This is an optimization exercise on Yosys and OpenROAD, whose aim is small area and a short achievable clock period, not a production implementation. In this exercise RTL edits were held to simulation tests only and were not proved equivalent to the original.

==> flow/design.v (excerpt) <==
module tvg_blend4 (
    input  wire         clk,
    input  wire         rst,           
    input  wire         in_valid,
    input  wire [1:0]   in_op,         
    input  wire         in_cs,         
    input  wire [1:0]   in_mm,         
    input  wire [31:0]  in_color,      
    input  wire [7:0]   in_opacity,    
    input  wire [7:0]   in_cov,        
    input  wire [127:0] in_dst,        
    input  wire [127:0] in_src,        
    input  wire [127:0] in_mask,       
    output reg          out_valid,
    output wire [127:0] out_pix,       
    output reg          out_dst_rd,    
    output reg          out_mask_rd    
);
Size in the first run: ~570 I/O pins, roughly 110000 µm² of cells after synthesis.
==> flow/config.mk <==
export PLATFORM = sky130hd
export DESIGN_NAME = tvg_blend4
export DESIGN_NICKNAME = tvg_blend4
export VERILOG_FILES = /design/flow/design.v
export SDC_FILE = /design/flow/constraint.sdc
export NUM_CORES = 4
export LEC_CHECK = 0
export CAP_MARGIN = 50
export CORE_MARGIN = 2
export CORE_UTILIZATION = 80
export CTS_CLUSTER_DIAMETER = 60
export CTS_CLUSTER_SIZE = 20
export PLACE_DENSITY = 0.86
export SLEW_MARGIN = 75
export SYNTH_HIERARCHICAL = 1
==> flow/constraint.sdc <==
create_clock -name core_clock -period 30.0 [get_ports {clk}]
set_input_delay 6.0000 -clock core_clock [delete_from_list [all_inputs] [get_ports {clk}]]
set_output_delay 6.0000 -clock core_clock [all_outputs]
set_load 0.01 [all_outputs]
standard.sh (not shown) runs the stock make flow with config.mk's settings and CLKGATE_MAP_FILE= SYNTH_SCRIPT=/design/flow/synth_recipe.tcl, a recipe that flattens the netlist after the stock synthesis.
==> flow/flow/run.sh <==
#!/bin/bash
# Layout of the version: the standard flow (standard.sh: ORFS synthesis
# and layout, unchanged), with the port buffers that global placement
# inserts on every input and output made sky130_fd_sc_hd__buf_2 instead of
# the flow's default choice (clkdlybuf4s50_1, a slow delay cell).
set -euo pipefail
export BUFFER_PORTS_ARGS="-buffer_cell sky130_fd_sc_hd__buf_2"
bash standard.sh > standard.log 2>&1
Rerun with:
--- a/flow/config.mk
+++ b/flow/config.mk
@@ -7,9 +7,9 @@
 export LEC_CHECK = 0
-export CAP_MARGIN = 50
+export CAP_MARGIN = 25
 export CORE_MARGIN = 2
-export CORE_UTILIZATION = 80
+export CORE_UTILIZATION = 75
 export CTS_CLUSTER_DIAMETER = 60
 export CTS_CLUSTER_SIZE = 20
-export PLACE_DENSITY = 0.86
-export SLEW_MARGIN = 75
+export PLACE_DENSITY = 0.82
+export SLEW_MARGIN = 50
 export SYNTH_HIERARCHICAL = 1
=>
- final area fell slightly
- worst hold slack gains 0.018 ns
- fmax hardly moves
- cell count is higher slightly
- sequential share of layout area came out higher by 0.16 points
- global-route usage drops by 3.9 points
- setup slack gets better by 0.0075 ns
Rerun with:
--- a/flow/config.mk
+++ b/flow/config.mk
@@ -7,3 +7,3 @@
 export LEC_CHECK = 0
-export CAP_MARGIN = 25
+export CAP_MARGIN = 50
 export CORE_MARGIN = 2
@@ -13,3 +13,3 @@
 export PLACE_DENSITY = 0.82
-export SLEW_MARGIN = 50
+export SLEW_MARGIN = 75
 export SYNTH_HIERARCHICAL = 1
Result:
- hold slack is worse by 0.0084 ns
- final area rises slightly
- clock skew increases by 0.0072 ns
- worst setup slack is worse by 0.032 ns
- flip-flop and latch count does not change
- cell count rises slightly
- first-iteration DRC count goes up slightly
Rerun with:
--- a/flow/config.mk
+++ b/flow/config.mk
@@ -7,3 +7,3 @@
 export LEC_CHECK = 0
-export CAP_MARGIN = 50
+export CAP_MARGIN = 20
 export CORE_MARGIN = 2
@@ -13,3 +13,3 @@
 export PLACE_DENSITY = 0.82
-export SLEW_MARGIN = 75
+export SLEW_MARGIN = 40
 export SYNTH_HIERARCHICAL = 1
=> Routed wire length is lower by 1.1%. Setup slack gains 0.026 ns. Fmax is higher by 0.35%. Core utilization is lower by 1.0 points.

## the baseline
Starting RTL as in the previous note.
==> flow/config.mk <==
export PLATFORM = sky130hd
export DESIGN_NAME = tvg_blend4
export DESIGN_NICKNAME = tvg_blend4
export VERILOG_FILES = /design/flow/design.v
export SDC_FILE = /design/flow/constraint.sdc
export NUM_CORES = 4
export LEC_CHECK = 0
export CAP_MARGIN = 35
export CORE_MARGIN = 2
export CORE_UTILIZATION = 75
export CTS_CLUSTER_DIAMETER = 60
export CTS_CLUSTER_SIZE = 20
export PLACE_DENSITY = 0.82
export SLEW_MARGIN = 60
export SYNTH_HIERARCHICAL = 1
==> flow/constraint.sdc <==
create_clock -name core_clock -period 30.0 [get_ports {clk}]
set_input_delay 6.0000 -clock core_clock [delete_from_list [all_inputs] [get_ports {clk}]]
set_output_delay 6.0000 -clock core_clock [all_outputs]
set_load 0.01 [all_outputs]
Scripts as last shown in full above: flow/flow/run.sh
Modified inputs, the candidate compared to the baseline
Settings: SLEW_MARGIN now 75, was 60; CTS_CLUSTER_SIZE no longer set, was 20; CORE_UTILIZATION now 60, was 75; PLACE_DENSITY now 0.7, was 0.82; CTS_CLUSTER_DIAMETER no longer set, was 60; CAP_MARGIN now 50, was 35.
[summary]
The candidate finished end to end and its layout was clean on timing, DRC and antenna.
Going from the baseline to the candidate, worst setup slack went down; detailed-route wire length per cell lost 0.82 um; number of vias per cell lower.
Side by side, routed wire length turned out higher in the candidate than in the baseline.
Post-route clock skew: lower on the candidate
Delta(proportion of cell area occupied by multi-input gates, the candidate - the baseline) < 0
The count of non-CTS buffers in the layout in the candidate sits 6.3% above the value recorded for the baseline.
[the candidate vs the baseline] worst slack on hold paths: lower in the candidate

## what the ideal ports hide
In the flow no input, the clock included, has a driving cell. The finished layouts below were timed again as built, in two steps. Step 1 assumes that a clkbuf_16 drives the clock port and a buf_2 every other input. Step 2 times the ports against the registers' clock, not the clock port: input delays grow and output delays shrink by t, the midpoint of the rising clock arrivals with the driver on. Slacks: ideal ports / drivers / drivers and shift; pairs: ideal ports / drivers.
run	t (ns)	setup WS [ns]	slew at the worst register clock pin (ns)	worst data-port slew with drivers (ns)	pins driven straight from the clock port
the first run of note 1	0.856	22.684 / 22.590 / 23.132	0.09 / 0.09	0.18	1
the second run of note 1	0.835	22.691 / 22.606 / 22.900	0.08 / 0.08	0.15	1
the third run of note 1	0.851	22.659 / 22.573 / 23.075	0.09 / 0.09	0.17	1
the fourth run of note 1	0.845	22.685 / 22.592 / 22.908	0.08 / 0.08	0.15	1
the baseline	0.845	22.698 / 22.604 / 23.042	0.08 / 0.08	0.15	1
the candidate	0.897	22.621 / 22.538 / 23.154	0.07 / 0.07	0.15	1
After both steps setup and hold are still met in every run listed.
